What follows belongs to an exercise in optimizing a design on an open flow for small area, a short achievable clock period and few clock cycles per item; a production flow would make more cautious choices. At most, simulation tests tie the RTL to the original design; equivalence was not proved. For runs 1, 2 and 5, only the layout was checked, not whether the RTL still works. Power figures rest on the tool's default switching activity, not on a simulated workload.

==> flow/design.v <==
module modbus_engine #(
    parameter N_COIL    = 64,
    parameter N_DI      = 32,
    parameter N_HR      = 32,
    parameter N_IR      = 16,
    parameter BASE_COIL = 16'h0010,
    parameter BASE_DI   = 16'h0200,
    parameter BASE_HR   = 16'h0100,
    parameter BASE_IR   = 16'h0300,
    parameter EXC_ADDR  = 8'h02
) (
    input  wire               clk,
    input  wire               rst,
    input  wire               rx_valid,
    input  wire [7:0]         rx_data,
    output wire               rx_ready,
    output wire               tx_valid,
    output wire [7:0]         tx_data,
    output wire               tx_last,
    input  wire               tx_ready,
    input  wire [N_DI-1:0]    di_in,
    input  wire [16*N_IR-1:0] ir_in
);
    integer i, b;
    reg         rdy_q;       
    reg  [4:0]  pos;         
    reg  [15:0] rem;         
    reg         rem1;        
    reg         rhz;         
    reg         decided;     
    reg         dec_q;       
    reg         short_q;     
    reg         pend;        
    reg  [1:0]  rc_q;        
    reg         p_hr, p_coil, p_reg;  
    reg         rc_ok;       
    reg         ex_q;        
    reg         ex2_q;       
    reg         rst_q;       
    reg         hdr_ok;      
    reg         tstarted;    
    reg  [7:0]  f0, f1, f2, f3, f6, f7, f8, f9, f10, f11, f12, f13, f14, f15, f16;
    reg  [6:0]  wleft;       
    reg  [5:0]  wptr;        
    reg         w0f;         
    reg         we_q;        
    reg         cwe_q;       
    reg  [15:0] wd_q;
    reg  [5:0]  wa_q;
    reg  [7:0]  cm_q;        
    reg  [63:0]  coil;
    reg  [511:0] hr;
    reg         tx_act;
    reg         tx_desc;     
    reg  [6:0]  o;           
    reg  [1:0]  tx_exc;
    reg         tx_bits, tx_regs, tx_echo, tx_pin, tx_17, tx_rwok;
    reg  [6:0]  tx_lo;       
    reg         o_lt5;       
    reg         o_ge9;       
    reg  [4:0]  tp;          
    reg  [4:0]  ra;          
    reg         rmw_q;       
    reg  [3:0]  tg;          
    reg  [2:0]  tsh;         
    reg  [6:0]  tbl;         
    reg         bpre;        
    reg  [15:0] rw_q;        
    reg  [7:0]  lo_q;        
    reg  [7:0]  bb_q;        
    reg         v0, v1, l0, l1;
    reg  [7:0]  d0, d1;
    wire [7:0]  fc  = f7;
    wire [15:0] A   = {f8, f9};
    wire [15:0] Q   = {f10, f11};
    wire [15:0] WA  = {f12, f13};
    wire [15:0] WQ  = {f14, f15};
    wire fc01 = fc == 8'h01, fc02 = fc == 8'h02, fc03 = fc == 8'h03, fc04 = fc == 8'h04;
    wire fc05 = fc == 8'h05, fc06 = fc == 8'h06, fc0f = fc == 8'h0F, fc10 = fc == 8'h10;
    wire fc16 = fc == 8'h16, fc17 = fc == 8'h17;
    wire known = fc01 | fc02 | fc03 | fc04 | fc05 | fc06 | fc0f | fc10 | fc16 | fc17;
    wire [6:0] ca = A[6:0] - 7'h10;                       
    reg       ac_q, ad_q, ah_q, ai_q, wah_q, wqr_q, wq0_q, wqb_q;
    reg [6:0] lc_q;
    reg [5:0] l32_q, lw_q;
    reg [4:0] li_q;
    reg       k01, k02, k03, k04, k05, k06, k0f, k10, k16, k17;
    always @(posedge clk) begin
        ac_q  <= (A[15:7] == 9'd0) && (A[6:0] >= 7'h10) && (A[6:0] <= 7'h4F);
        lc_q  <= 7'd64 - {1'b0, ca[5:0]};
        ad_q  <= A[15:5] == 11'h010;
        ah_q  <= A[15:5] == 11'h008;
        l32_q <= 6'd32 - {1'b0, A[4:0]};
        ai_q  <= A[15:4] == 12'h030;
        li_q  <= 5'd16 - {1'b0, A[3:0]};
        wah_q <= WA[15:5] == 11'h008;
        lw_q  <= 6'd32 - {1'b0, WA[4:0]};
        wqr_q <= (WQ[15:6] == 10'd0) && (WQ[5:0] <= lw_q);
        wq0_q <= WQ == 16'd0;
        wqb_q <= WQ > 16'd121;
        k01 <= fc01; k02 <= fc02; k03 <= fc03; k04 <= fc04; k05 <= fc05;
        k06 <= fc06; k0f <= fc0f; k10 <= fc10; k16 <= fc16; k17 <= fc17;
    end
    wire q0       = Q == 16'd0;
    wire rem_lt12 = (rem[15:8] == 8'd0) && (rem[7:0] < f12);
    wire rem_lt16 = (rem[15:8] == 8'd0) && (rem[7:0] < f16);
    wire rng_coil = ac_q && (Q[15:7] == 9'd0)  && (Q[6:0] <= lc_q);
    wire rng_di   = ad_q && (Q[15:6] == 10'd0) && (Q[5:0] <= l32_q);
    wire rng_hr   = ah_q && (Q[15:6] == 10'd0) && (Q[5:0] <= l32_q);
    wire rng_ir   = ai_q && (Q[15:5] == 11'd0) && (Q[4:0] <= li_q);
    wire rng_hrw  = wah_q && wqr_q;
    wire e3 = short_q ||
        ((k01 | k02) && (q0 || Q > 16'd2000)) ||
        ((k03 | k04) && (q0 || Q > 16'd125)) ||
        (k05 && !q0 && Q != 16'hFF00) ||
        (k0f && (q0 || Q > 16'd1984 || {f12, 3'b000} < Q[10:0] || rem_lt12)) ||
        (k10 && (q0 || Q > 16'd123 || f12 != {Q[6:0], 1'b0} || rem_lt12)) ||
        (k17 && (q0 || Q > 16'd125 || wq0_q || wqb_q || f16 != {WQ[6:0], 1'b0} || rem_lt16));
    wire e2 =
        (k01 && !rng_coil) || (k02 && !rng_di) || (k03 && !rng_hr) || (k04 && !rng_ir) ||
        (k05 && !ac_q) || ((k06 | k16) && !ah_q) || (k0f && !rng_coil) || (k10 && !rng_hr) ||
        (k17 && !(rng_hrw && rng_hr));
    wire [1:0] rc_c = !known ? 2'd1 : e3 ? 2'd3 : e2 ? 2'd2 : 2'd0;
    wire       ok_c = rc_c == 2'd0;
    reg [4:0] dpos;
    always @(*) begin
        case (fc)
            8'h01, 8'h02, 8'h03, 8'h04, 8'h05, 8'h06: dpos = 5'd11;
            8'h0F, 8'h10: dpos = 5'd12;
            8'h16:        dpos = 5'd13;
            8'h17:        dpos = 5'd16;
            default:      dpos = 5'd8;
        endcase
    end
    wire datafc = fc0f || fc10 || fc17;
    wire [15:0] hr_rd  = hr[16*ra +: 16];
    wire t_last   = tx_desc && o == tx_lo;
    wire gen_ok   = tx_act && (o_lt5 || tx_desc) && !(tx_17 && o_ge9 && !tx_rwok);
    wire gen_adv  = gen_ok && !v1;
    wire tx_free  = !tx_act || (gen_adv && t_last);
    wire tx_early = !pend && hdr_ok && !tstarted;
    wire tx_start = tx_free && (pend || tx_early);
    wire tx_load  = pend && (tx_free || !tx_desc);
    wire tx_hr_rd   = tx_act && tx_desc && tx_regs && !tx_pin;
    wire tx_coil_rd = tx_act && tx_desc && tx_bits && !tx_pin;
    wire tx_reg_rd  = tx_act && tx_desc && tx_regs;
    wire        fire    = rx_valid && rdy_q;
    wire        last_r  = (pos >= 5'd6) && rem1;                     
    wire        last5   = (pos == 5'd5) && rhz && (rx_data == 8'd0);     
    wire        last    = last5 || last_r;
    wire        trig    = !decided && ((pos == 5'd7 && last_r) || (pos >= 5'd8 && (last_r || pos == dpos)));
    wire [7:0]  cmask   = (wleft >= 7'd8) ? 8'hFF : ((8'd1 << wleft[2:0]) - 8'd1);
    wire [4:0] pos1     = last_r ? 5'd0 : (pos == 5'd17) ? pos : pos + 5'd1;
    wire       dec1     = trig;
    wire       decd1    = last_r ? 1'b0 : (trig | decided);
    wire       pend_n   = dec_q | (pend & !tx_load);
    wire       tact_n   = tx_start | (tx_act & !(gen_adv && t_last));
    wire [6:0] o_n      = tx_start ? 7'd0 : o + {6'd0, gen_adv};
    wire       tst_s    = tx_early | decided;                        
    wire       tst0     = tx_start ? tst_s : tstarted;
    wire       tst1     = tx_start ? (tst_s & !last_r) : (tstarted & !last_r);
    wire       hr_n     = tx_hr_rd   | (tx_load & p_hr);
    wire       coil_n   = tx_coil_rd | (tx_load & p_coil);
    wire       reg_n    = tx_reg_rd  | (tx_load & p_reg);
    wire       wnz0     = dec_q ? datafc : (wleft != 7'd0);
    wire       wnz1     = !last_r && (w0f ? (wleft > 7'd8) : (wleft > 7'd1));
    wire       hz_dec   = (fc05 & coil_n) | (fc06 & hr_n) | (fc16 & (hr_n | reg_n));
    wire       hz_dat   = pend_n & (w0f ? coil_n : hr_n);             
    wire       desc_n   = tx_load | (tx_desc & !tx_start);
    wire       own_n    = tact_n & !desc_n;
    wire       bf0 = (pos  <= 5'd13) && (((pend_n || dec_q) && !own_n) || (tact_n && !tst0 && o_n <= {2'b00, pos}));
    wire       bf1 = (pos1 <= 5'd13) && (((pend_n || dec1)  && !own_n) || (tact_n && !tst1 && o_n <= {2'b00, pos1}));
    wire       dbub1 = dec1  && (pos1 >= 5'd9) && datafc;               
    wire       hb0 = (!decided && pos  >= 5'd9 && pos  == dpos && hz_dec) || (wnz0 && hz_dat);
    wire       hb1 = (!decd1   && pos1 >= 5'd9 && pos1 == dpos && hz_dec) || (wnz1 && hz_dat);
    wire       rdy0 = !bf0 && !hb0;
    wire       rdy1 = !bf1 && !dbub1 && !hb1;
    always @(posedge clk) begin
        if (rdy_q) begin
            if (pos == 5'd0)  f0  <= rx_data;
            if (pos == 5'd1)  f1  <= rx_data;
            if (pos == 5'd2)  f2  <= rx_data;
            if (pos == 5'd3)  f3  <= rx_data;
            if (pos == 5'd6)  f6  <= rx_data;
            if (pos == 5'd7)  f7  <= rx_data;
            if (pos == 5'd8)  f8  <= rx_data;
            if (pos == 5'd9)  f9  <= rx_data;
            if (pos == 5'd10) f10 <= rx_data;
            if (pos == 5'd11) f11 <= rx_data;
            if (pos == 5'd12) f12 <= rx_data;
            if (pos == 5'd13) f13 <= rx_data;
            if (pos == 5'd14) f14 <= rx_data;
            if (pos == 5'd15) f15 <= rx_data;
            if (pos == 5'd16) f16 <= rx_data;
        end
        if (fire) begin
            if (pos == 5'd4)
                rem[15:8] <= rx_data;
            else if (pos == 5'd5)
                rem[7:0]  <= rx_data;
            else
                rem <= rem - 16'd1;
            if (pos == 5'd4)
                rhz <= rx_data == 8'd0;
            rem1 <= (pos == 5'd5) ? (rhz && rx_data == 8'd1) : (rem == 16'd2);
        end
        if (fire && trig)
            short_q <= last_r && !(pos >= 5'd8 && pos == dpos);
        rst_q <= rst;
        if (dec_q) begin
            rc_q   <= rc_c;
            rc_ok  <= ok_c;
            p_hr   <= fc03 || fc17;
            p_coil <= fc01;
            p_reg  <= fc03 || fc04 || fc17;
            w0f    <= fc0f;
            wptr   <= fc0f ? ca[5:0] : fc10 ? {1'b0, f9[4:0]} : {1'b0, f13[4:0]};
        end
        we_q  <= 1'b0;
        cwe_q <= 1'b0;
        if (ex_q) begin
            if (k05) begin
                cwe_q <= rc_ok;
                wa_q  <= ca[5:0];
                wd_q[7:0] <= {8{f10[0]}};
                cm_q  <= 8'h01;
            end
            if (k06) begin
                we_q <= rc_ok;
                wa_q <= {1'b0, f9[4:0]};
                wd_q <= {f10, f11};
            end
        end
        if (ex2_q && k16) begin
            we_q <= rc_ok;
            wa_q <= {1'b0, f9[4:0]};
            wd_q <= (rw_q & Q) | (WA & ~Q);
        end
        if (rdy_q && wleft != 7'd0) begin
            wa_q <= wptr;
            cm_q <= cmask;
            if (w0f || wleft[0])
                wd_q[7:0] <= rx_data;
            else
                wd_q[15:8] <= rx_data;
            if (fire) begin
                if (w0f) begin
                    cwe_q <= rc_ok;
                    wptr  <= wptr + 6'd8;
                end else if (wleft[0]) begin
                    we_q  <= rc_ok;
                    wptr  <= wptr + 6'd1;
                end
            end
        end
        if (rst) begin
            rdy_q    <= 1'b0;
            pos      <= 5'd0;
            hdr_ok   <= 1'b0;
            tstarted <= 1'b0;
            decided  <= 1'b0;
            dec_q    <= 1'b0;
            ex_q     <= 1'b0;
            ex2_q    <= 1'b0;
            pend     <= 1'b0;
            wleft    <= 7'd0;
            we_q     <= 1'b0;
            cwe_q    <= 1'b0;
        end else begin
            rdy_q <= fire ? rdy1 : rdy0;
            dec_q <= fire && trig;
            ex_q  <= dec_q;
            ex2_q <= ex_q;
            pend  <= pend_n;
            if (tx_start)
                tstarted <= tst_s && !(fire && last_r);
            else if (fire && last_r)
                tstarted <= 1'b0;
            if (fire && last_r)
                hdr_ok <= 1'b0;
            else if (fire && pos == 5'd5)
                hdr_ok <= !(rhz && rx_data[7:1] == 7'd0);
            if (fire) begin
                if (last)
                    pos <= 5'd0;
                else if (pos != 5'd17)
                    pos <= pos + 5'd1;
                if (last_r)
                    decided <= 1'b0;
                else if (trig)
                    decided <= 1'b1;
            end
            if (dec_q)
                wleft <= fc0f ? Q[6:0] : fc10 ? f12[6:0] : fc17 ? f16[6:0] : 7'd0;
            else if (fire && last_r)
                wleft <= 7'd0;
            else if (fire && wleft != 7'd0) begin
                if (w0f)
                    wleft <= (wleft > 7'd8) ? wleft - 7'd8 : 7'd0;
                else
                    wleft <= wleft - 7'd1;
            end
        end
    end
    wire [15:0] hwd  = rst_q ? 16'd0 : wd_q;
    wire [15:0] dwin = {8'd0, wd_q[7:0]} << wa_q[2:0];
    wire [15:0] mwin = {8'd0, cm_q} << wa_q[2:0];
    wire [3:0]  cg   = {1'b0, wa_q[5:3]};
    always @(posedge clk) begin
        for (i = 0; i < 32; i = i + 1)
            if (rst_q || (we_q && wa_q[4:0] == i))
                hr[16*i +: 16] <= hwd;
        if (rst_q) begin
            coil <= 64'd0;
        end else if (cwe_q) begin
            for (i = 0; i < 8; i = i + 1)
                for (b = 0; b < 8; b = b + 1) begin
                    if (cg == i && mwin[b])
                        coil[8*i + b] <= dwin[b];
                    else if (cg + 4'd1 == i && mwin[8 + b])
                        coil[8*i + b] <= dwin[8 + b];
                end
        end
    end
    wire       s_exc  = rc_q != 2'd0;
    wire       s_bits = !s_exc && (fc01 || fc02);
    wire       s_regs = !s_exc && (fc03 || fc04 || fc17);
    wire [3:0] s_c8   = ({1'b0, Q[6:0]} + 8'd7) >> 3;
    wire [6:0] s_lo   = s_exc ? 7'd8 : s_bits ? 7'd8 + {3'd0, s_c8} :
                        s_regs ? 7'd8 + {Q[5:0], 1'b0} : fc16 ? 7'd13 : 7'd11;
    wire [6:0] s_bb   = fc01 ? {1'b0, ca[5:0]} : {2'b10, A[4:0]};
    wire         bfetch = !bpre || (gen_adv && tx_bits && o_ge9);
    wire [6:0]   tbl8  = (tbl > 7'd8) ? tbl - 7'd8 : 7'd0;
    wire [127:0] bsp   = {32'd0, di_in, coil};
    wire [15:0]  bwin  = bsp[8*tg +: 16];
    wire [7:0]   bmask = (tbl >= 7'd8) ? 8'hFF : ((8'd1 << tbl[2:0]) - 8'd1);
    wire         rhi   = gen_adv && tx_regs && o_ge9 && o[0];      
    wire         rmw_n = dec_q && fc16 && !short_q;                 
    wire [4:0]   tp_n  = tx_load ? (fc04 ? {1'b0, A[3:0]} : A[4:0]) : tp + {4'd0, rhi};
    reg [7:0] tbyte;
    always @(*) begin
        case (o)
            7'd0: tbyte = f0;
            7'd1: tbyte = f1;
            7'd2: tbyte = f2;
            7'd3: tbyte = f3;
            7'd4: tbyte = 8'h00;
            7'd5: tbyte = {1'b0, tx_lo - 7'd5};
            7'd6: tbyte = f6;
            7'd7: tbyte = {f7[7] | (tx_exc != 2'd0), f7[6:0]};
            7'd8: tbyte = (tx_exc != 2'd0) ? {6'd0, tx_exc} : tx_echo ? f8 : {1'b0, tx_lo - 7'd8};
            default:
                if (tx_echo) begin
                    case (o[3:0])
                        4'd9:    tbyte = f9;
                        4'd10:   tbyte = f10;
                        4'd11:   tbyte = f11;
                        4'd12:   tbyte = f12;
                        default: tbyte = f13;
                    endcase
                end else if (tx_bits)
                    tbyte = bb_q;
                else
                    tbyte = o[0] ? rw_q[15:8] : lo_q;
        endcase
    end
    wire pop = v0 && tx_ready;
    always @(posedge clk) begin
        rw_q <= (tx_pin && !rmw_q) ? ir_in[16*ra[3:0] +: 16] : hr_rd;
        tp   <= tp_n;
        ra   <= rmw_n ? f9[4:0] : tp_n;
        rmw_q <= rmw_n;
        if (rhi)
            lo_q <= rw_q[7:0];
        if (bfetch) begin
            bb_q <= (bwin >> tsh) & bmask;
            tg   <= tg + 4'd1;
            tbl  <= tbl8;
            bpre <= 1'b1;
        end
        if (gen_adv) begin
            o <= o + 7'd1;
            if (o == 7'd4)
                o_lt5 <= 1'b0;
            if (o == 7'd8)
                o_ge9 <= 1'b1;
        end
        if (tx_start) begin
            o     <= 7'd0;
            o_lt5 <= 1'b1;
            o_ge9 <= 1'b0;
        end
        if (tx_start && !pend) begin
            tx_desc <= 1'b0;
            tx_bits <= 1'b0;
            tx_regs <= 1'b0;
            tx_17   <= 1'b0;
        end
        if (tx_load) begin
            tx_desc <= 1'b1;
            tx_exc  <= rc_q;
            tx_bits <= s_bits;
            tx_regs <= s_regs;
            tx_echo <= !s_exc && !s_bits && !s_regs;
            tx_pin  <= fc02 || fc04;
            tx_17   <= !s_exc && fc17;
            tx_lo   <= s_lo;
            tg      <= s_bb[6:3];
            tsh     <= s_bb[2:0];
            tbl     <= Q[6:0];
            bpre    <= 1'b0;
        end
        if (tx_load)
            tx_rwok <= 1'b0;
        else if (wleft == 7'd0 && !we_q)
            tx_rwok <= 1'b1;
        if (pop) begin
            if (v1) begin
                d0 <= d1;
                l0 <= l1;
            end else begin
                d0 <= tbyte;
                l0 <= t_last;
            end
        end else if (!v0) begin
            d0 <= tbyte;
            l0 <= t_last;
        end
        if (gen_adv && v0 && !pop) begin
            d1 <= tbyte;
            l1 <= t_last;
        end
        if (rst) begin
            tx_act <= 1'b0;
            v0     <= 1'b0;
            v1     <= 1'b0;
        end else begin
            if (tx_start)
                tx_act <= 1'b1;
            else if (gen_adv && t_last)
                tx_act <= 1'b0;
            if (pop)
                v0 <= v1 || gen_adv;
            else if (!v0)
                v0 <= gen_adv;
            if (pop)
                v1 <= 1'b0;
            else if (gen_adv && v0)
                v1 <= 1'b1;
        end
    end
    assign rx_ready = rdy_q;
    assign tx_valid = v0;
    assign tx_data  = d0;
    assign tx_last  = l0;
endmodule
==> flow/flow/run.sh <==
#!/bin/bash
# The standard layout; only the port buffer cell is chosen here (buf_2
# instead of the buffer ORFS picks by default). Every tool's output goes to
# standard.log in this folder.
export BUFFER_PORTS_ARGS="-buffer_cell sky130_fd_sc_hd__buf_2"
bash standard.sh > standard.log 2>&1
==> flow/standard.sh <==
#!/bin/bash
# synth_recipe.tcl (not shown) runs the flow's synth.tcl, then flattens the netlist and writes it again
# the make line also repeats each setting of config.mk as NAME=value (left out here)
make -C /OpenROAD-flow-scripts/flow DESIGN_CONFIG=/design/flow/config.mk WORK_HOME=/design/flow/orfs CLKGATE_MAP_FILE= SYNTH_SCRIPT=/design/flow/synth_recipe.tcl "${@:-finish}"
==> flow/config.mk <==
export PLATFORM = sky130hd
export DESIGN_NAME = modbus_engine
export DESIGN_NICKNAME = modbus_engine
export VERILOG_FILES = /design/flow/design.v
export SDC_FILE = /design/flow/constraint.sdc
export NUM_CORES = 4
export LEC_CHECK = 0
export CAP_MARGIN = 60
export CORE_MARGIN = 2
export CORE_UTILIZATION = 50
export CTS_CLUSTER_DIAMETER = 50
export CTS_CLUSTER_SIZE = 24
export PLACE_DENSITY = 0.6
export SLEW_MARGIN = 60
==> flow/constraint.sdc <==
create_clock -name core_clock -period 12.0 [get_ports {clk}]
set_input_delay 2.4000 -clock core_clock [delete_from_list [all_inputs] [get_ports {clk}]]
set_output_delay 2.4000 -clock core_clock [all_outputs]
set_load 0.01 [all_outputs]
==> run_results.csv, run 1 <==
group,metric,value,unit
die,core,88600,µm²
global_routing,antenna_found_initial,12,
global_routing,grt_pass1_wl,213000,µm
timing,slew_headroom,0.584,
cts,post_cts_buffers,0,
die,io-pin-count,311,
drt,drtIter0Drc,3650,
drt,vias_per_cell,6.49,
setup_path,arrival,4.75,ns
synthesis,ys_ff_latch,924,
drt,drc,0,
power,p_leak,18.7,nW
synthesis,syn-num-nets,3670,
global_routing,grt_max_degree,65,
global_routing,grt_pass1_vias,30706,
drt,wl_per_cell,30.1,µm
final_layout,largest_reg_flops,512,
die,die_w,304,µm
timing,clock_skew,0.0474,ns
synthesis,synth.top_cell.area_share,0.493,
final_layout,final_core_util,0.594,
drt,vias,31441,
final_layout,top_register,"hr",
place,port_buffers,310,
hold_path,hold_class,"register to register",
cts,postCtsResizedCells,0,
cts,clockBufferDepth,3,
global_routing,grt-ovfl-total,0,
drt,wirelength,146000,µm
timing,rsz0062_at_grt,"no",
synthesis,synthTopCellsByArea,"edfxtp_1 49%, mux4_2 13%, dfxtp_1 8.3%",
synthesis,avgSynthCellArea,13.7,µm²
cts,cts_tree,"done",
die,die_area,92200,µm²
synthesis,syn_area,44900,µm²
cts,clockRootBuffer,"clkbuf_16",
timing,setup_viol,0,
cts,clock_sinks,924,
place,gp_congestion,1.01,
setup_path,crit_required,12.61,ns
cts,path_clk_slew,0.07,ns
final_layout,areaGrowthSynthToFinish,17.2,%
synthesis,yosysWarningCount,1,
die,rows,109,
global_routing,grt.total_usage,0.313,
final_layout,layout-drive-gt1-share,0.279,
final_layout,largestRegisters,"hr: 512 flops, coil: 64 flops",
synthesis,synth.largest_area_cell,"edfxtp_1",
timing,drv_slew,0,
setup_path,worstPathMaxFanout,13,
cts,htree_levels,3,
timing,max_freq,241,MHz
synthesis,synth_cell_types,86,
setup_path,critPathKind,"input pin to register",
synthesis,ys.flop_type,"edfxtp_1",
drt,ant_nets,0,
setup_path,end_kind,"register",
run_status,status,"complete, no violations",
setup_path,crit_path_start_kind,"input pin",
place,dp_hpwl,103000,µm
flow_run,max_cap_viol_count,0,
synthesis,syn-instance-count,3289,
timing,worst_pin_slew,0.624,ns
die,die_y,304,µm
synthesis,synth_edf_count,737,
timing,finalHoldViolCount,0,
synthesis,seq_area_frac_synth,0.576,
setup_path,r2r_slack,8.31,ns
place,post_dp_cell_area,48700,µm²
cts,hold_buffers,0,
final_layout,nNetsFinal,3972,
timing,fin_setup_tns,0,ns
cts,clock_latency,0.70,ns
power,p_per_area,141,nW/µm²
cts,cts_buffers,98,
timing,period_share,0.345,
final_layout,final_area,52600,µm²
synthesis,async_flop_share,0,
die,start_util,0.507,
drt,dr.pass1.iters,7,
timing,min_period,4.14,ns
power,ir_drop,159,µV
-- final timing paths --
kind	cells after the start	to	from
max	9	wleft[5]$_SDFFE_PP0P_	rx_valid
min	0	lo_q[3]$_DFFE_PP_	rw_q[3]$_DFF_P_
max reg2reg	11	rc_q[0]$_DFFE_PP_	f11[3]$_DFFE_PP_
min reg2reg	0	lo_q[3]$_DFFE_PP_	rw_q[3]$_DFF_P_
-- cell type report --
cell class / instances / area, µm²
timing repair buffer: 431 / 2910
inverter: 104 / 390
fill: 6915 / 36000
clock inverter: 83 / 1110
tap: 1165 / 1460
clock buffer: 103 / 2520
multi-input combinational: 2032 / 18300
sequential: 924 / 25900
antenna: 6 / 15.0
-- critical path: stages --
cell and delay, ns:
buf_2 0.11, nand2_1 0.40, clkinv_1 0.43, a21oi_2 0.45, o311ai_2 0.25, or3b_1 0.42, o221ai_1 0.09, a22oi_1 0.10
nor2_1 0.09
-- cell usage after synthesis, types with 25 or more instances --
master and count:
nand2b_1 39, a21o_1 26, o2111a_1 58, clkbuf_1 174, dfxtp_1 187, buf_1 39, o21ai_0 137, a31oi_1 25
inv_1 99, nor2b_1 42, a22oi_1 27, xnor2_1 55, mux2_2 34, nand3_1 56, nand2_1 189, o22ai_1 87
mux4_2 260, ha_1 81, edfxtp_1 737, xor2_1 25, a21oi_1 153, mux2i_1 131, nor3_1 120, nor2_1 144
-- logic make-up (layout without fill, tap and decap cells) --
logic type	count (synthesis)	count (layout)	share of synthesized area
mux	425	425	0.168
xor+xnor	80	80	0.0156
fa+ha+maj	82	82	0.0228
compound gates	711	711	0.108
other cells	0	6	0
flops	924	924	0.576
buf+inv	333	721	0.0285
simple gates	734	734	0.0810
-- per-stage QoR --
step	power, mW	worst slack [ns]	std cells	hold WS (ns)
floorplan	3.89	8.09	3289	0.403
global placement	4.12	7.18	4574	0.441
detailed placement	4.15	6.97	4642	0.451
CTS	7.45	7.68	4828	0.463
global route	7.61	7.69	4844	0.465
finish	7.41	7.86	4848	0.458
-- per-layer routing --
metal	share of wire	up-vias	wire, µm	GRT usage
met1	0.41	16017	60500	0.439
met5	0.00013	-	19	0
met3	0.075	263	11000	0.0495
met2	0.47	1472	69000	0.502
li1	-	13685	-	-
met4	0.037	4	5350	0.107
-- cell usage in the layout (no fill, tap or decap), types with 55 or more instances in the layout --
cell type  instances
o2111a_1          58
nor3_1           116
mux4_2           260
o21ai_0          133
mux2i_1          122
clkbuf_16        100
dfxtp_1          175
xnor2_1           55
inv_1             99
nand3_1           56
nand2_1          185
nor2_1           138
o22ai_1           87
buf_4             68
edfxtp_1         737
buf_2            310
ha_1              79
a21oi_1          148
-- power by group --
part	switching (mW)	internal, mW	total (mW)
registers	0.0520	3.54	3.59
logic	0.281	0.215	0.496
clock network	1.52	1.80	3.32
total	1.85	5.55	7.41
==> run 2, diff against run 1 <==
==> flow/config.mk (replaced) <==
export PLATFORM = sky130hd
export DESIGN_NAME = modbus_engine
export DESIGN_NICKNAME = modbus_engine
export VERILOG_FILES = /design/flow/design.v
export SDC_FILE = /design/flow/constraint.sdc
export NUM_CORES = 4
export LEC_CHECK = 0
export CAP_MARGIN = 80
export CORE_MARGIN = 2
export CORE_UTILIZATION = 50
export PLACE_DENSITY = 0.6
export SLEW_MARGIN = 80
==> run_results.csv, run 2 <==
group,metric,value,unit
final_layout,final_cells,5131,
synthesis,yosysWarningCount,1,
timing,min_period,3.87,ns
flow_run,max_cap_viol_count,0,
timing,max_freq,259,MHz
die,start_util,0.507,
place,gp_congestion,1.01,
final_layout,final_area,55900,µm²
die,io-pin-count,311,
setup_path,worstPathMaxFanout,6,
drt,dr.pass1.iters,9,
timing,rsz0062_at_grt,"no",
setup_path,reg2reg_depth,16,
final_layout,most-common-layout-cells,"737 x edfxtp_1, 466 x buf_2, 260 x mux4_2, 166 x nand2_1, 143 x dfxtp_1",
setup_path,crit_required,12.37,ns
die,die_area,92200,µm²
setup_path,rr_startpoint,"wa_q[0]$_DFFE_PP_",
synthesis,synth.top_cell.area_share,0.493,
cts,clock_sinks,924,
final_layout,layout-drive-gt1-share,0.373,
synthesis,synth_edf_count,737,
timing,period_share,0.322,
setup_path,r2r_slack,8.13,ns
run_status,status,"complete, no violations",
synthesis,synth_cell_types,86,
place,dp_hpwl,110000,µm
power,p_per_area,127,nW/µm²
cts,clockBufferDepth,3,
global_routing,grt_pass1_wl,218000,µm
cts,cts_buffers,94,
global_routing,grt-ovfl-total,0,
cts,post_cts_buffers,0,
drt,wirelength,149000,µm
timing,hold_ws,0.444,ns
global_routing,grt_max_degree,46,
timing,slew_headroom,0.767,
timing,worst_pin_slew,0.350,ns
synthesis,async_flop_share,0,
final_layout,largestRegisters,"hr: 512 flops, coil: 64 flops",
hold_path,hold_depth,0,
drt,ant_nets,0,
synthesis,synth.most_common_cell,"edfxtp_1",
drt,wl_per_cell,29.0,µm
die,rows,109,
synthesis,synth.largest_area_cell,"edfxtp_1",
power,p_leak,20.0,nW
die,core,88600,µm²
global_routing,antenna_found_initial,2,
cts,postCtsResizedCells,0,
drt,vias,32750,
drt,drtIter0Drc,3577,
synthesis,ys.flop_type,"edfxtp_1",
synthesis,syn_area,44900,µm²
drt,vias_per_cell,6.38,
place,port_buffers,310,
cts,clockRootBuffer,"clkbuf_16",
final_layout,layout_commonest_cell,"edfxtp_1",
final_layout,final_core_util,0.631,
hold_path,holdPathEnd,"lw_q[0]$_DFF_P_",
synthesis,synth_common_cells,"737 x edfxtp_1, 260 x mux4_2, 189 x nand2_1",
cts,hold_buffers,0,
synthesis,ys_ff_latch,924,
final_layout,areaGrowthSynthToFinish,24.5,%
die,die_w,304,µm
setup_path,arrival,4.23,ns
cts,path_clk_slew,0.06,ns
synthesis,synthTopCellsByArea,"edfxtp_1 49%, mux4_2 13%, dfxtp_1 8.3%",
synthesis,seq_area_frac_synth,0.576,
synthesis,syn-instance-count,3289,
timing,clock_skew,0.0731,ns
final_layout,largest_reg_flops,512,
cts,cts_tree,"done",
hold_path,hold_class,"register to register",
hold_path,min-delay-start,"f13[0]$_DFFE_PP_",
cts,htree_levels,3,
timing,drv_slew,0,
final_layout,fillCellCount,6676,
setup_path,end_kind,"register",
final_layout,top_register,"hr",
drt,drc,0,
setup_path,critPathKind,"register to register",
final_layout,nNetsFinal,4264,
power,ir_drop,139,µV
timing,setup_viol,0,
global_routing,grt_pass1_vias,32321,
timing,finalHoldViolCount,0,
setup_path,worstReg2RegEnd,"hr[476]$_DFFE_PP_",
setup_path,crit_path_start_kind,"register",
die,die_y,304,µm
timing,fin_setup_tns,0,ns
synthesis,syn-num-nets,3670,
synthesis,avgSynthCellArea,13.7,µm²
cts,clock_latency,0.73,ns
place,dp.cells,4926,
place,post_dp_cell_area,52200,µm²
global_routing,grt.total_usage,0.319,
[run 2: cell counts after synthesis]
Identical to the previous run, type by type.
[run 2: final cells by class]
| class | count | area (µm²) | area share |
|---|---|---|---|
| clock buffer | 124 | 2540 | 0.0455 |
| clock inverter | 53 | 581 | 0.0104 |
| antenna | 2 | 5.00 | 0.0000895 |
| timing repair buffer | 727 | 5060 | 0.0904 |
| sequential | 924 | 26000 | 0.464 |
| inverter | 104 | 399 | 0.00714 |
| tap | 1165 | 1460 | 0.0261 |
| multi-input combinational | 2032 | 19900 | 0.356 |
[run 2: how the worst max path moves through the flow]
stage | start | to | depth (start not counted)
floorplan | di_in[27] | bb_q[5]$_DFFE_PP_ | 6
global placement | rx_valid | wleft[5]$_SDFFE_PP0P_ | 9
detailed placement | rx_valid | wleft[6]$_SDFFE_PP0P_ | 10
CTS | wa_q[0]$_DFFE_PP_ | hr[508]$_DFFE_PP_ | 15
global route | wa_q[0]$_DFFE_PP_ | hr[472]$_DFFE_PP_ | 16
finish | wa_q[0]$_DFFE_PP_ | hr[476]$_DFFE_PP_ | 16
[run 2: report_power, final]
part	total, mW	internal [mW]	switching (mW)
Clock	2.95	1.66	1.29
Combinational	0.571	0.258	0.314
Sequential	3.58	3.54	0.0447
[run 2: metrics by stage]
stage / setup slack, ns / power, mW
global placement: 7.18 / 4.12
detailed placement: 7.72 / 4.21
global route: 7.95 / 7.30
finish: 8.13 / 7.10
floorplan: 8.09 / 3.89
CTS: 8.08 / 7.13
[run 2: cell families (layout without fill, tap and decap cells)]
kind of cell             after synthesis  count (layout)  synth area share
flip-flops                           924             924             0.576
buffers and inverters                333            1008            0.0285
other                                  0               2                 0
multiplexers                         425             425             0.168
AND/OR/NAND/NOR                      734             734            0.0810
adder cells (fa/ha/maj)               82              82            0.0228
XOR/XNOR                              80              80            0.0156
AO/OA/AOI/OAI                        711             711             0.108
[run 2: worst max-delay path, stage by stage (launching register included)]
cell and delay, ns:
edfxtp_1 0.45, buf_2 0.19, buf_2 0.17, buf_2 0.19, buf_2 0.18, buf_2 0.16, buf_2 0.15, buf_2 0.15
buf_1 0.19, buf_2 0.20, nor2b_4 0.19, buf_2 0.24, nand3_2 0.18, o21bai_4 0.19, buf_4 0.19, buf_2 0.23
buf_2 0.23
[run 2: per-layer routing]
layer  global-route usage  up-vias  routed length (µm)
li1                     -    14252                   -
met1                0.450    16690               61700
met2                0.513     1545               70700
met3               0.0399      263               11100
met4                0.118        0                5350
met5                    0        -                   0
==> run 3, diff against run 2 <==
--- a/flow/design.v
+++ b/flow/design.v
@@ -141,6 +141,8 @@
     wire tx_early = !pend && hdr_ok && !tstarted;
     wire tx_start = tx_free && (pend || tx_early);
     wire tx_load  = pend && (tx_free || !tx_desc);
+    wire dload    = dec_q && tx_act && !tx_desc;
+    wire any_load = tx_load || dload;
     wire tx_hr_rd   = tx_act && tx_desc && tx_regs && !tx_pin;
     wire tx_coil_rd = tx_act && tx_desc && tx_bits && !tx_pin;
     wire tx_reg_rd  = tx_act && tx_desc && tx_regs;
@@ -150,25 +152,34 @@
     wire        last    = last5 || last_r;
     wire        trig    = !decided && ((pos == 5'd7 && last_r) || (pos >= 5'd8 && (last_r || pos == dpos)));
     wire [7:0]  cmask   = (wleft >= 7'd8) ? 8'hFF : ((8'd1 << wleft[2:0]) - 8'd1);
+    wire        wdat    = wleft != 7'd0;
+    wire [6:0]  wl_dec  = fc0f ? Q[6:0] : fc10 ? f12[6:0] : fc17 ? f16[6:0] : 7'd0;
+    wire [6:0]  wl_dn   = !wdat ? 7'd0 : w0f ? ((wleft > 7'd8) ? wleft - 7'd8 : 7'd0) : wleft - 7'd1;
+    wire [6:0]  wl0     = dec_q ? wl_dec : wleft;
+    wire [6:0]  wl1     = dec_q ? wl_dec : last_r ? 7'd0 : wl_dn;
+    wire [5:0]  wp_dec  = fc0f ? ca[5:0] : fc10 ? {1'b0, f9[4:0]} : {1'b0, f13[4:0]};
+    wire [5:0]  wp0     = dec_q ? wp_dec : wptr;
+    wire [5:0]  wp1     = dec_q ? wp_dec : (wdat && w0f) ? wptr + 6'd8 :
+                          (wdat && wleft[0]) ? wptr + 6'd1 : wptr;
     wire [4:0] pos1     = last_r ? 5'd0 : (pos == 5'd17) ? pos : pos + 5'd1;
     wire       dec1     = trig;
     wire       decd1    = last_r ? 1'b0 : (trig | decided);
-    wire       pend_n   = dec_q | (pend & !tx_load);
+    wire       pend_n   = (dec_q & !dload) | (pend & !tx_load);
     wire       tact_n   = tx_start | (tx_act & !(gen_adv && t_last));
     wire [6:0] o_n      = tx_start ? 7'd0 : o + {6'd0, gen_adv};
     wire       tst_s    = tx_early | decided;                        
     wire       tst0     = tx_start ? tst_s : tstarted;
     wire       tst1     = tx_start ? (tst_s & !last_r) : (tstarted & !last_r);
-    wire       hr_n     = tx_hr_rd   | (tx_load & p_hr);
-    wire       coil_n   = tx_coil_rd | (tx_load & p_coil);
-    wire       reg_n    = tx_reg_rd  | (tx_load & p_reg);
+    wire       hr_n     = tx_hr_rd   | (tx_load & p_hr)   | (dload & (fc03 | fc17));
+    wire       coil_n   = tx_coil_rd | (tx_load & p_coil) | (dload & fc01);
+    wire       reg_n    = tx_reg_rd  | (tx_load & p_reg)  | (dload & (fc03 | fc04 | fc17));
     wire       wnz0     = dec_q ? datafc : (wleft != 7'd0);
     wire       wnz1     = !last_r && (w0f ? (wleft > 7'd8) : (wleft > 7'd1));
     wire       hz_dec   = (fc05 & coil_n) | (fc06 & hr_n) | (fc16 & (hr_n | reg_n));
     wire       hz_dat   = pend_n & (w0f ? coil_n : hr_n);             
-    wire       desc_n   = tx_load | (tx_desc & !tx_start);
+    wire       desc_n   = any_load | (tx_desc & !tx_start);
     wire       own_n    = tact_n & !desc_n;
-    wire       bf0 = (pos  <= 5'd13) && (((pend_n || dec_q) && !own_n) || (tact_n && !tst0 && o_n <= {2'b00, pos}));
+    wire       bf0 = (pos  <= 5'd13) && ((pend_n && !own_n) || (tact_n && !tst0 && o_n <= {2'b00, pos}));
     wire       bf1 = (pos1 <= 5'd13) && (((pend_n || dec1)  && !own_n) || (tact_n && !tst1 && o_n <= {2'b00, pos1}));
     wire       dbub1 = dec1  && (pos1 >= 5'd9) && datafc;               
     wire       hb0 = (!decided && pos  >= 5'd9 && pos  == dpos && hz_dec) || (wnz0 && hz_dat);
@@ -214,7 +225,6 @@
             p_coil <= fc01;
             p_reg  <= fc03 || fc04 || fc17;
             w0f    <= fc0f;
-            wptr   <= fc0f ? ca[5:0] : fc10 ? {1'b0, f9[4:0]} : {1'b0, f13[4:0]};
         end
         we_q  <= 1'b0;
         cwe_q <= 1'b0;
@@ -243,15 +253,13 @@
                 wd_q[7:0] <= rx_data;
             else
                 wd_q[15:8] <= rx_data;
-            if (fire) begin
-                if (w0f) begin
-                    cwe_q <= rc_ok;
-                    wptr  <= wptr + 6'd8;
-                end else if (wleft[0]) begin
-                    we_q  <= rc_ok;
-                    wptr  <= wptr + 6'd1;
-                end
-            end
+        end
+        wptr <= fire ? wp1 : wp0;
+        if (fire && wdat) begin
+            if (w0f)
+                cwe_q <= rc_ok;
+            else if (wleft[0])
+                we_q  <= rc_ok;
         end
         if (rst) begin
             rdy_q    <= 1'b0;
@@ -272,34 +280,11 @@
             ex_q  <= dec_q;
             ex2_q <= ex_q;
             pend  <= pend_n;
-            if (tx_start)
-                tstarted <= tst_s && !(fire && last_r);
-            else if (fire && last_r)
-                tstarted <= 1'b0;
-            if (fire && last_r)
-                hdr_ok <= 1'b0;
-            else if (fire && pos == 5'd5)
-                hdr_ok <= !(rhz && rx_data[7:1] == 7'd0);
-            if (fire) begin
-                if (last)
-                    pos <= 5'd0;
-                else if (pos != 5'd17)
-                    pos <= pos + 5'd1;
-                if (last_r)
-                    decided <= 1'b0;
-                else if (trig)
-                    decided <= 1'b1;
-            end
-            if (dec_q)
-                wleft <= fc0f ? Q[6:0] : fc10 ? f12[6:0] : fc17 ? f16[6:0] : 7'd0;
-            else if (fire && last_r)
-                wleft <= 7'd0;
-            else if (fire && wleft != 7'd0) begin
-                if (w0f)
-                    wleft <= (wleft > 7'd8) ? wleft - 7'd8 : 7'd0;
-                else
-                    wleft <= wleft - 7'd1;
-            end
+            tstarted <= fire ? tst1 : tst0;
+            hdr_ok   <= fire ? (pos == 5'd5 ? !(rhz && rx_data[7:1] == 7'd0) : hdr_ok & !last_r) : hdr_ok;
+            pos      <= fire ? (last5 ? 5'd0 : pos1) : pos;
+            decided  <= fire ? decd1 : decided;
+            wleft    <= fire ? wl1 : wl0;
         end
     end
     wire [15:0] hwd  = rst_q ? 16'd0 : wd_q;
@@ -322,7 +307,8 @@
                 end
         end
     end
-    wire       s_exc  = rc_q != 2'd0;
+    wire [1:0] s_rc   = dload ? rc_c : rc_q;
+    wire       s_exc  = s_rc != 2'd0;
     wire       s_bits = !s_exc && (fc01 || fc02);
     wire       s_regs = !s_exc && (fc03 || fc04 || fc17);
     wire [3:0] s_c8   = ({1'b0, Q[6:0]} + 8'd7) >> 3;
@@ -336,7 +322,7 @@
     wire [7:0]   bmask = (tbl >= 7'd8) ? 8'hFF : ((8'd1 << tbl[2:0]) - 8'd1);
     wire         rhi   = gen_adv && tx_regs && o_ge9 && o[0];      
     wire         rmw_n = dec_q && fc16 && !short_q;                 
-    wire [4:0]   tp_n  = tx_load ? (fc04 ? {1'b0, A[3:0]} : A[4:0]) : tp + {4'd0, rhi};
+    wire [4:0]   tp_n  = any_load ? (fc04 ? {1'b0, A[3:0]} : A[4:0]) : tp + {4'd0, rhi};
     reg [7:0] tbyte;
     always @(*) begin
         case (o)
@@ -396,9 +382,9 @@
             tx_regs <= 1'b0;
             tx_17   <= 1'b0;
         end
-        if (tx_load) begin
+        if (any_load) begin
             tx_desc <= 1'b1;
-            tx_exc  <= rc_q;
+            tx_exc  <= s_rc;
             tx_bits <= s_bits;
             tx_regs <= s_regs;
             tx_echo <= !s_exc && !s_bits && !s_regs;
@@ -410,7 +396,7 @@
             tbl     <= Q[6:0];
             bpre    <= 1'b0;
         end
-        if (tx_load)
+        if (any_load)
             tx_rwok <= 1'b0;
         else if (wleft == 7'd0 && !we_q)
             tx_rwok <= 1'b1;
--- a/flow/config.mk
+++ b/flow/config.mk
@@ -5,8 +5,8 @@
 export SDC_FILE = /design/flow/constraint.sdc
 export NUM_CORES = 4
 export LEC_CHECK = 0
-export CAP_MARGIN = 80
+export CAP_MARGIN = 70
 export CORE_MARGIN = 2
 export CORE_UTILIZATION = 50
 export PLACE_DENSITY = 0.6
-export SLEW_MARGIN = 80
+export SLEW_MARGIN = 70
==> run_results.csv, run 3 <==
group,metric,value,unit
run_status,status,"complete, no violations",
synthesis,synthTopCellsByArea,"edfxtp_1 49%, mux4_2 13%, dfxtp_1 8.2%",
flow_run,max_cap_viol_count,0,
final_layout,layout-drive-gt1-share,0.292,
cts,htree_levels,3,
timing,drv_slew,0,
final_layout,final_cells,4970,
timing,worst_slack,8.03,ns
power,p_sw_frac,0.256,
setup_path,crit_buf_inv,1,
cts,clock_latency,0.71,ns
setup_path,cp_slowest_stage_delay,0.80,ns
hold_path,hold_depth,0,
place,dp.cells,4772,
setup_path,crit_required,12.57,ns
timing,min_period,3.97,ns
drt,drc,0,
synthesis,synth.largest_area_cell,"edfxtp_1",
setup_path,crit_family,"compound AO/OA/AOI/OAI gates",
global_routing,grt.total_usage,0.319,
setup_path,startpoint,"tx_desc$_SDFFE_PN1P_",
power,power_frac_comb,0.136,
power,switchingPower,2.08,mW
timing,setup_viol,0,
final_layout,final_core_util,0.595,
synthesis,ys_ff_latch,924,
synthesis,syn-instance-count,3327,
synthesis,synth_edf_count,740,
final_layout,layout_commonest_cell,"edfxtp_1",
timing,max_freq,252,MHz
power,p_leak,19.2,nW
die,core,89700,µm²
drt,dr.pass1.iters,8,
synthesis,synth_cell_types,93,
timing,fin_setup_tns,0,ns
die,die_w,305,µm
die,die_area,92700,µm²
place,pre_cts_slack,7.61,ns
global_routing,grt_pass1_wl,217000,µm
final_layout,nNetsFinal,4094,
synthesis,synth.most_common_cell,"edfxtp_1",
place,dp_hpwl,108000,µm
timing,slew_headroom,0.670,
setup_path,crit_path_frequent_cell,"o21a_1",
final_layout,largestRegisters,"hr: 512 flops, coil: 64 flops",
synthesis,ys.flop_type,"edfxtp_1",
drt,wirelength,149000,µm
power,p_seq_frac,0.490,
synthesis,yosysWarningCount,1,
timing,hold_ws,0.436,ns
final_layout,top_register,"hr",
final_layout,most-common-layout-cells,"740 x edfxtp_1, 349 x buf_2, 260 x mux4_2, 190 x nand2_1, 169 x dfxtp_1",
synthesis,seq_area_frac_synth,0.574,
cts,hold_buffers,0,
timing,clock_skew,0.0570,ns
place,gp_congestion,1.02,
synthesis,syn-num-nets,3715,
drt,wl_per_cell,30.0,µm
final_layout,largest_reg_flops,512,
hold_path,hold_class,"register to register",
synthesis,syn_area,45200,µm²
power,power.internal,6.04,mW
global_routing,grt_max_degree,61,
power,p_per_area,152,nW/µm²
setup_path,worst_path_max_delay_cell,"or4b_2",
global_routing,grt-ovfl-total,0,
cts,cts_buffers,98,
die,io-pin-count,311,
global_routing,antenna_found_initial,14,
setup_path,crit_path_start_kind,"register",
setup_path,end_kind,"register",
cts,postCtsResizedCells,0,
setup_path,worstPathMaxFanout,11,
die,die_y,305,µm
cts,post_cts_buffers,0,
drt,ant_nets,0,
timing,worst_pin_slew,0.496,ns
setup_path,critPathKind,"register to register",
setup_path,reg2reg_depth,15,
global_routing,grt_pass1_vias,31973,
hold_path,min-delay-start,"rw_q[4]$_DFF_P_",
synthesis,synth.top_cell.area_share,0.492,
setup_path,r2r_slack,8.03,ns
cts,clock_sinks,924,
die,start_util,0.503,
setup_path,arrival,4.54,ns
drt,vias_per_cell,6.48,
setup_path,worstReg2RegEnd,"rdy_q$_SDFF_PP0_",
synthesis,async_flop_share,0,
cts,cts_tree,"done",
final_layout,areaGrowthSynthToFinish,18.2,%
timing,rsz0062_at_grt,"no",
hold_path,holdPathEnd,"lo_q[4]$_DFFE_PP_",
cts,path_clk_slew,0.07,ns
timing,finalHoldViolCount,0,
power,clock_power_share,0.375,
power,power.total,8.12,mW
timing,period_share,0.330,
synthesis,avgSynthCellArea,13.6,µm²
power,ir_drop,185,µV
cts,clockRootBuffer,"clkbuf_16",
drt,drtIter0Drc,3724,
setup_path,crit_chain,"nor2_1 -> or4b_2 -> o31a_1 -> a21oi_4 -> buf_4 -> nor2b_1 -> ha_1 -> nor2b_1 -> o21a_1 -> o21a_1 -> o21a_1 -> o22ai_1 -> and4b_1 -> nor3_1 -> o2bb2ai_1",
cts,clockBufferDepth,3,
synthesis,synth_common_cells,"740 x edfxtp_1, 260 x mux4_2, 201 x nand2_1",
place,port_buffers,310,
drt,vias,32200,
final_layout,final_area,53400,µm²
place,post_dp_cell_area,50000,µm²
die,rows,110,
setup_path,rr_startpoint,"tx_desc$_SDFFE_PN1P_",
==> run 3: changes by cell type after synthesis, moves of 9 or more <==
cell      previous run  this run
nor2_1             144       166
inv_1               99       118
nor3_1             120       103
buf_1               39        22
buf_2               13        25
nand2_1            189       201
a22oi_1             27        16
a211oi_1            16        27
mux2_2              34        25
o21ai_1             19         6
==> run 3: how the worst max path moves through the flow <==
stage | cells past startpoint | endpoint | slack (ns)
2_1_floorplan | 8 | wleft[4]$_SDFFE_PP0P_ | 8.11
3_3_place_gp | 8 | wleft[4]$_SDFFE_PP0P_ | 6.79
3_5_place_dp | 8 | wleft[4]$_SDFFE_PP0P_ | 7.61
4_1_cts | 15 | rdy_q$_SDFF_PP0_ | 8.07
5_1_grt | 15 | rdy_q$_SDFF_PP0_ | 7.79
6_report | 15 | rdy_q$_SDFF_PP0_ | 8.03
==> run 3: layout make-up <==
type / count / area (µm²)
inverter: 122 / 460
multi-input combinational: 2062 / 18900
clock inverter: 52 / 564
tap: 1176 / 1470
clock buffer: 132 / 2660
antenna: 4 / 10.0
sequential: 924 / 25900
timing repair buffer: 498 / 3420
fill: 7036 / 36300
==> run 3: layer usage <==
layer	wire [µm]	global-route usage
met5	73	0
met4	5240	0.103
met3	12000	0.0677
met2	70900	0.514
met1	60800	0.435
==> run 3: power groups by stage <==
stage | sequential, mW | clock [mW] | combinational (mW)
after floorplan | 3.97 | 0 | 0.618
after global placement | 4.04 | 0 | 0.939
after detailed placement | 4.04 | 0 | 1.08
after CTS | 3.98 | 3.09 | 1.08
after global routing | 4.00 | 3.20 | 1.17
final | 3.98 | 3.04 | 1.10
==> run 3: kinds of logic (layout without fill, tap and decap cells) <==
logic type	count (synthesis)	after routing	synth area share
and+or+nand+nor	771	771	0.0849
muxes	424	424	0.167
adders and majority gates	88	88	0.0244
xor gates and xnor gates	83	83	0.0161
AOI/OAI and AO/OA	696	696	0.105
buffers and inverters	341	804	0.0294
other	0	4	0
DFF	924	924	0.574
==> run 3: worst register-to-register path: cells and delay by family (launching register included) <==
family / cells / cell delay (ns)
fa+ha+maj: 1 / 0.28
flops: 1 / 0.44
simple gates: 6 / 1.39
compound gates: 7 / 1.50
buf+inv: 1 / 0.23
Testbench counts of run 3, summed over its fixed seeds: cycles 65,638, items 3,200.
==> run 4, diff against run 3 <==
--- a/flow/config.mk
+++ b/flow/config.mk
@@ -5,8 +5,10 @@
 export SDC_FILE = /design/flow/constraint.sdc
 export NUM_CORES = 4
 export LEC_CHECK = 0
-export CAP_MARGIN = 70
+export CAP_MARGIN = 60
 export CORE_MARGIN = 2
 export CORE_UTILIZATION = 50
+export CTS_CLUSTER_DIAMETER = 70
+export CTS_CLUSTER_SIZE = 30
 export PLACE_DENSITY = 0.6
-export SLEW_MARGIN = 70
+export SLEW_MARGIN = 60
==> run_results.csv, run 4 <==
group,metric,value,unit
run_status,status,"complete, no violations",
drt,wl_per_cell,30.4,µm
synthesis,avgSynthCellArea,13.6,µm²
synthesis,ys.flop_type,"edfxtp_1",
final_layout,areaGrowthSynthToFinish,13.4,%
synthesis,synth_cell_types,93,
hold_path,hold_class,"register to register",
cts,clockBufferDepth,3,
setup_path,worstPathMaxFanout,7,
setup_path,crit_chain,"buf_2",
flow_run,max_cap_viol_count,0,
drt,drc,0,
setup_path,worst_path_max_delay_cell,"dfxtp_1",
die,die_w,305,µm
final_layout,final_core_util,0.571,
synthesis,syn-num-nets,3715,
global_routing,grt_pass1_vias,30686,
timing,period_share,0.337,
setup_path,end_kind,"output pin",
synthesis,synth.most_common_cell,"edfxtp_1",
cts,hold_buffers,0,
power,power.total,7.24,mW
timing,max_freq,247,MHz
die,io-pin-count,311,
drt,dr.pass1.iters,9,
cts,htree_levels,2,
drt,ant_nets,0,
synthesis,syn_area,45200,µm²
cts,postCtsResizedCells,0,
final_layout,layout-drive-gt1-share,0.255,
final_layout,fillCellCount,7230,
power,clock_power_share,0.305,
cts,clock_sinks,924,
cts,post_cts_buffers,0,
global_routing,grt_max_degree,63,
global_routing,antenna_found_initial,16,
synthesis,synth.top_cell.area_share,0.492,
power,p_leak,18.2,nW
cts,clockRootBuffer,"clkbuf_16",
synthesis,synth_edf_count,740,
synthesis,ys_ff_latch,924,
cts,clock_latency,0.72,ns
synthesis,async_flop_share,0,
synthesis,yosysWarningCount,1,
global_routing,grt_pass1_wl,211000,µm
power,power.internal,5.28,mW
global_routing,grt.total_usage,0.311,
die,rows,110,
die,core,89700,µm²
final_layout,nNetsFinal,3983,
cts,path_clk_slew,0.10,ns
die,start_util,0.503,
drt,drtIter0Drc,3474,
power,power_frac_comb,0.147,
setup_path,crit_buf_inv,1,
cts,cts_buffers,54,
final_layout,layout_commonest_cell,"edfxtp_1",
timing,min_period,4.05,ns
synthesis,synth.largest_area_cell,"edfxtp_1",
power,p_sw_frac,0.270,
setup_path,critPathKind,"register to output pin",
synthesis,synth_common_cells,"740 x edfxtp_1, 260 x mux4_2, 201 x nand2_1",
final_layout,most-common-layout-cells,"740 x edfxtp_1, 308 x buf_2, 260 x mux4_2, 194 x nand2_1, 178 x dfxtp_1",
power,ir_drop,165,µV
timing,finalHoldViolCount,0,
power,p_seq_frac,0.548,
global_routing,grt-ovfl-total,0,
synthesis,seq_area_frac_synth,0.574,
synthesis,synthTopCellsByArea,"edfxtp_1 49%, mux4_2 13%, dfxtp_1 8.2%",
place,dp_hpwl,106000,µm
timing,slew_headroom,0.582,
synthesis,syn-instance-count,3327,
power,switchingPower,1.96,mW
timing,setup_viol,0,
final_layout,top_register,"hr",
setup_path,cp_slowest_stage_delay,0.70,ns
place,gp_congestion,1.02,
drt,vias_per_cell,6.51,
power,p_per_area,141,nW/µm²
die,die_area,92700,µm²
timing,fin_setup_tns,0,ns
timing,drv_slew,0,
die,die_y,305,µm
setup_path,crit_required,9.60,ns
timing,rsz0062_at_grt,"no",
timing,worst_pin_slew,0.622,ns
setup_path,arrival,1.65,ns
drt,vias,31396,
cts,cts_tree,"done",
place,port_buffers,310,
timing,clock_skew,0.0626,ns
setup_path,crit_path_start_kind,"register",
drt,wirelength,146000,µm
setup_path,crit_family,"flip-flops",
timing,hold_ws,0.452,ns
final_layout,largestRegisters,"hr: 512 flops, coil: 64 flops",
final_layout,largest_reg_flops,512,
-- run 4: changes by cell type in the layout (fill, tap and decap cells not counted), moves of 20 or more --
cell       delta
clkbuf_16    -45
clkbuf_1     -20
buf_4        -25
buf_2        -41
buf_6        +21
-- run 4: path summary, 6_finish.rpt --
kind	start	to	slack, ns	cells after the start
max	rdy_q$_SDFF_PP0_	rx_ready	7.95	1
min reg2reg	rw_q[1]$_DFF_P_	lo_q[1]$_DFFE_PP_	0.45	0
max reg2reg	tx_act$_SDFFE_PP0P_	rdy_q$_SDFF_PP0_	8.12	14
min	rw_q[1]$_DFF_P_	lo_q[1]$_DFFE_PP_	0.45	0
-- run 4: worst register-to-register path: stages, from the launching register on --
cell,delay [ns]
dfxtp_1,0.40
inv_1,0.09
or4b_1,0.73
o31a_1,0.47
a21oi_4,0.41
nor2b_1,0.14
ha_1,0.31
nor2b_1,0.13
o21a_1,0.16
o21a_1,0.16
o21a_1,0.16
o22ai_1,0.19
and4b_1,0.23
nor3_1,0.05
o2bb2ai_1,0.15
-- run 4: layout make-up --
class	count	area [µm²]	share of cell area
antenna	5	12.5	0.000244
clock buffer	64	1420	0.0277
clock inverter	38	582	0.0114
inverter	122	458	0.00894
multi-input combinational	2062	18500	0.361
sequential	924	25900	0.506
tap	1176	1470	0.0287
timing repair buffer	431	2860	0.0559
-- run 4: logic make-up (layout without fill, tap and decap cells) --
family / count (synthesis) / after routing / synth area share
multiplexers: 424 / 424 / 0.167
adder cells (fa/ha/maj): 88 / 88 / 0.0244
XOR/XNOR: 83 / 83 / 0.0161
AO/OA/AOI/OAI: 696 / 696 / 0.105
AND/OR/NAND/NOR: 771 / 771 / 0.0849
other: 0 / 5 / 0
buffers and inverters: 341 / 655 / 0.0294
flip-flops: 924 / 924 / 0.574
-- run 4: power by group through the flow --
stage,combinational (mW),sequential (mW),clock [mW]
2_1_floorplan,0.618,3.97,0
3_3_place_gp,0.939,4.04,0
3_5_place_dp,1.03,4.04,0
4_1_cts,1.03,3.97,2.25
5_1_grt,1.13,3.99,2.35
6_report,1.06,3.96,2.21
-- run 4: through the flow --
step	setup slack, ns	instance area [µm²]	cells
global placement	6.79	47800	4642
global route	7.88	51200	4820
CTS	7.96	50900	4799
detailed placement	7.25	48900	4697
finish	7.95	51200	4822
floorplan	8.11	45200	3327
-- run 4: routing by layer --
metal / wire [µm] / up-vias / global-route usage
met4: 4090 / 4 / 0.0789
li1: - / 13650 / -
met5: 21 / - / 0
met3: 11400 / 225 / 0.0582
met1: 60500 / 16093 / 0.429
met2: 70400 / 1424 / 0.511
==> run 5, diff against run 4 <==
--- a/flow/design.v
+++ b/flow/design.v
@@ -166,7 +166,10 @@
     wire       decd1    = last_r ? 1'b0 : (trig | decided);
     wire       pend_n   = (dec_q & !dload) | (pend & !tx_load);
     wire       tact_n   = tx_start | (tx_act & !(gen_adv && t_last));
-    wire [6:0] o_n      = tx_start ? 7'd0 : o + {6'd0, gen_adv};
+    wire [6:0] pz0      = {2'b00, pos};
+    wire [6:0] pz1      = last_r ? 7'd0 : (pos == 5'd17) ? pz0 : pz0 + 7'd1;
+    wire       ole0     = tx_start || (gen_adv ? (o < pz0) : (o <= pz0));
+    wire       ole1     = tx_start || (gen_adv ? (o < pz1) : (o <= pz1));
     wire       tst_s    = tx_early | decided;                        
     wire       tst0     = tx_start ? tst_s : tstarted;
     wire       tst1     = tx_start ? (tst_s & !last_r) : (tstarted & !last_r);
@@ -179,8 +182,8 @@
     wire       hz_dat   = pend_n & (w0f ? coil_n : hr_n);             
     wire       desc_n   = any_load | (tx_desc & !tx_start);
     wire       own_n    = tact_n & !desc_n;
-    wire       bf0 = (pos  <= 5'd13) && ((pend_n && !own_n) || (tact_n && !tst0 && o_n <= {2'b00, pos}));
-    wire       bf1 = (pos1 <= 5'd13) && (((pend_n || dec1)  && !own_n) || (tact_n && !tst1 && o_n <= {2'b00, pos1}));
+    wire       bf0 = (pos  <= 5'd13) && ((pend_n && !own_n) || (tact_n && !tst0 && ole0));
+    wire       bf1 = (pos1 <= 5'd13) && (((pend_n || dec1)  && !own_n) || (tact_n && !tst1 && ole1));
     wire       dbub1 = dec1  && (pos1 >= 5'd9) && datafc;               
     wire       hb0 = (!decided && pos  >= 5'd9 && pos  == dpos && hz_dec) || (wnz0 && hz_dat);
     wire       hb1 = (!decd1   && pos1 >= 5'd9 && pos1 == dpos && hz_dec) || (wnz1 && hz_dat);
==> run_results.csv, run 5 <==
group,metric,value,unit
timing,finalHoldViolCount,0,
setup_path,r2r_slack,8.21,ns
synthesis,synth.largest_area_cell,"edfxtp_1",
synthesis,yosysWarningCount,1,
hold_path,min-delay-start,"rw_q[4]$_DFF_P_",
synthesis,synthTopCellsByArea,"edfxtp_1 49%, mux4_2 13%, dfxtp_1 8.2%",
final_layout,top_register,"hr",
run_status,status,"complete, no violations",
timing,setup_viol,0,
hold_path,hold_depth,0,
die,start_util,0.503,
synthesis,synth_common_cells,"740 x edfxtp_1, 260 x mux4_2, 206 x nand2_1",
drt,ant_nets,0,
synthesis,seq_area_frac_synth,0.575,
timing,hold_ws,0.481,ns
cts,path_clk_slew,0.11,ns
setup_path,critPathKind,"register to output pin",
drt,vias_per_cell,6.49,
setup_path,arrival,1.50,ns
timing,drv_slew,0,
cts,clock_sinks,924,
flow_run,max_cap_viol_count,0,
setup_path,worstReg2RegEnd,"d0[4]$_DFFE_PP_",
synthesis,ys_ff_latch,924,
die,die_area,92500,µm²
final_layout,largestRegisters,"hr: 512 flops, coil: 64 flops",
cts,hold_buffers,0,
hold_path,hold_class,"register to register",
setup_path,worstPathMaxFanout,7,
setup_path,crit_chain,"buf_2",
cts,clock_latency,0.70,ns
cts,cts_buffers,50,
timing,rsz0062_at_grt,"no",
final_layout,final_core_util,0.568,
synthesis,syn_area,45100,µm²
die,die_y,304,µm
global_routing,grt.total_usage,0.311,
synthesis,avgSynthCellArea,13.6,µm²
global_routing,grt_pass1_vias,30638,
final_layout,nNetsFinal,3948,
synthesis,synth.top_cell.area_share,0.493,
setup_path,crit_path_start_kind,"register",
power,p_per_area,131,nW/µm²
cts,clockRootBuffer,"clkbuf_16",
setup_path,reg2reg_depth,10,
setup_path,critical_path.endpoint,"rx_ready",
place,port_buffers,310,
setup_path,crit_family,"flip-flops",
place,dp_hpwl,105000,µm
final_layout,layout-drive-gt1-share,0.256,
timing,period_share,0.325,
place,gp_congestion,0.995,
die,rows,110,
cts,cts_tree,"done",
cts,post_cts_buffers,0,
drt,wl_per_cell,30.5,µm
timing,min_period,3.90,ns
synthesis,async_flop_share,0,
die,core,89600,µm²
cts,postCtsResizedCells,0,
drt,vias,31023,
cts,htree_levels,2,
setup_path,startpoint,"rdy_q$_SDFF_PP0_",
synthesis,syn-num-nets,3706,
final_layout,most-common-layout-cells,"740 x edfxtp_1, 306 x buf_2, 260 x mux4_2, 200 x nand2_1, 172 x dfxtp_1",
synthesis,synth.most_common_cell,"edfxtp_1",
drt,drc,0,
final_layout,largest_reg_flops,512,
synthesis,synth_edf_count,740,
setup_path,rr_startpoint,"o[0]$_SDFFE_PP0P_",
drt,wirelength,146000,µm
timing,max_freq,256,MHz
setup_path,crit_required,9.60,ns
setup_path,worst_path_max_delay_cell,"dfxtp_2",
final_layout,areaGrowthSynthToFinish,12.9,%
die,die_w,304,µm
die,io-pin-count,311,
timing,slew_headroom,0.600,
power,p_leak,17.9,nW
synthesis,ys.flop_type,"edfxtp_1",
drt,dr.pass1.iters,6,
final_layout,layout_commonest_cell,"edfxtp_1",
global_routing,grt-ovfl-total,0,
setup_path,end_kind,"output pin",
global_routing,grt_max_degree,69,
setup_path,crit_buf_inv,1,
timing,fin_setup_tns,0,ns
synthesis,synth_cell_types,79,
setup_path,cp.depth,1,
global_routing,antenna_found_initial,5,
drt,drtIter0Drc,3417,
cts,clockBufferDepth,3,
timing,worst_pin_slew,0.583,ns
timing,clock_skew,0.0469,ns
final_layout,fillCellCount,7170,
global_routing,grt_pass1_wl,212000,µm
power,ir_drop,127,µV
setup_path,cp_slowest_stage_delay,0.58,ns
synthesis,syn-instance-count,3319,
[run 5: cell count changes after synthesis, sizes merged, moves of 9 or more]
cell,change
xnor2,-11
o21ai,+12
a22oi,+10
nor2,-9
nand3,-14
inv,-13
a21oi,+18
a31oi,-9
[run 5: cells by family (layout without fill, tap and decap cells)]
kind of cell,Yosys count,count (layout),synth area share
flops,924,924,0.575
simple gates,763,763,0.0852
compound gates,720,720,0.107
mux,415,415,0.165
buf+inv,330,611,0.0280
fa+ha+maj,87,87,0.0242
xor+xnor,80,80,0.0155
other cells,0,1,0
[run 5: routing by layer]
metal / GRT usage / up-vias / share of wire
li1: - / 13597 / -
met5: 0 / - / 0
met2: 0.513 / 1330 / 0.48
met4: 0.0873 / 0 / 0.031
met3: 0.0525 / 202 / 0.072
met1: 0.426 / 15894 / 0.41
[run 5: area by class of cell]
class	instances	area, µm²	share of cell area
Sequential cell	924	25900	0.510
Multi-Input combinational cell	2065	18500	0.363
Timing Repair Buffer	412	2800	0.0550
Inverter	108	407	0.00799
Clock buffer	59	1340	0.0263
Antenna cell	1	2.50	0.0000492
Clock inverter	32	455	0.00895
Tap cell	1176	1470	0.0289
[run 5: worst min path at each step]
stage | slack [ns] | to
6_report | 0.48 | lo_q[4]$_DFFE_PP_
5_1_grt | 0.49 | lo_q[4]$_DFFE_PP_
4_1_cts | 0.48 | o_lt5$_SDFFE_PP1P_
3_5_place_dp | 0.46 | o_lt5$_SDFFE_PP1P_
3_3_place_gp | 0.45 | lo_q[4]$_DFFE_PP_
2_1_floorplan | 0.40 | lo_q[6]$_DFFE_PP_
[run 5: where the power goes]
part | switching [mW] | internal [mW] | leakage [nW]
clock network | 1.17 | 0.893 | 0.861
registers | 0.124 | 3.73 | 8.83
logic | 0.442 | 0.324 | 8.25
[run 5: per-stage QoR]
step | power, mW | setup WS, ns | cells | cell area [µm²]
finish | 6.69 | 8.10 | 4777 | 50900
global route | 6.90 | 8.05 | 4776 | 50900
CTS | 6.71 | 8.07 | 4768 | 50600
detailed placement | 4.68 | 7.76 | 4677 | 48900
global placement | 4.61 | 7.59 | 4615 | 47600
floorplan | 4.30 | 8.22 | 3319 | 45100

-- afterwards: timing with drivers on the ports --
The results above use ideal ports. As a check the final layouts listed here were re-extracted and re-timed, cells and wires unchanged.
Step 1: set_driving_cell puts a clkbuf_16 on clk and a buf_2 on each other input, an assumption about the parent block.
Step 2, shift: input delay + t, output delay - t, t = (earliest + latest rising clock arrival at the registers) / 2. This alone moves slack from input paths to output paths.
Three values: ideal ports, drivers, drivers and shift; two values: the first two.
run | shift t [ns] | setup slack, ns | worst hold slack (ns) | worst setup path after step 2
run 1 | 0.738 | 7.855 / 7.865 / 7.126 | 0.458 / 0.458 / 0.458 | input to register
run 2 | 0.760 | 8.133 / 8.110 / 7.570 | 0.444 / 0.444 / 0.444 | input to register
run 3 | 0.754 | 8.035 / 8.035 / 7.567 | 0.436 / 0.436 / 0.436 | input to register
run 4 | 0.752 | 7.955 / 7.892 / 7.419 | 0.452 / 0.452 / 0.452 | input to register
run 5 | 0.750 | 8.095 / 8.020 / 7.780 | 0.481 / 0.481 / 0.481 | input to register
After both steps every run listed still meets setup and hold. The setup slack of run 1, which loses most, moves by +0.010 ns with the drivers and by -0.729 ns with both steps.
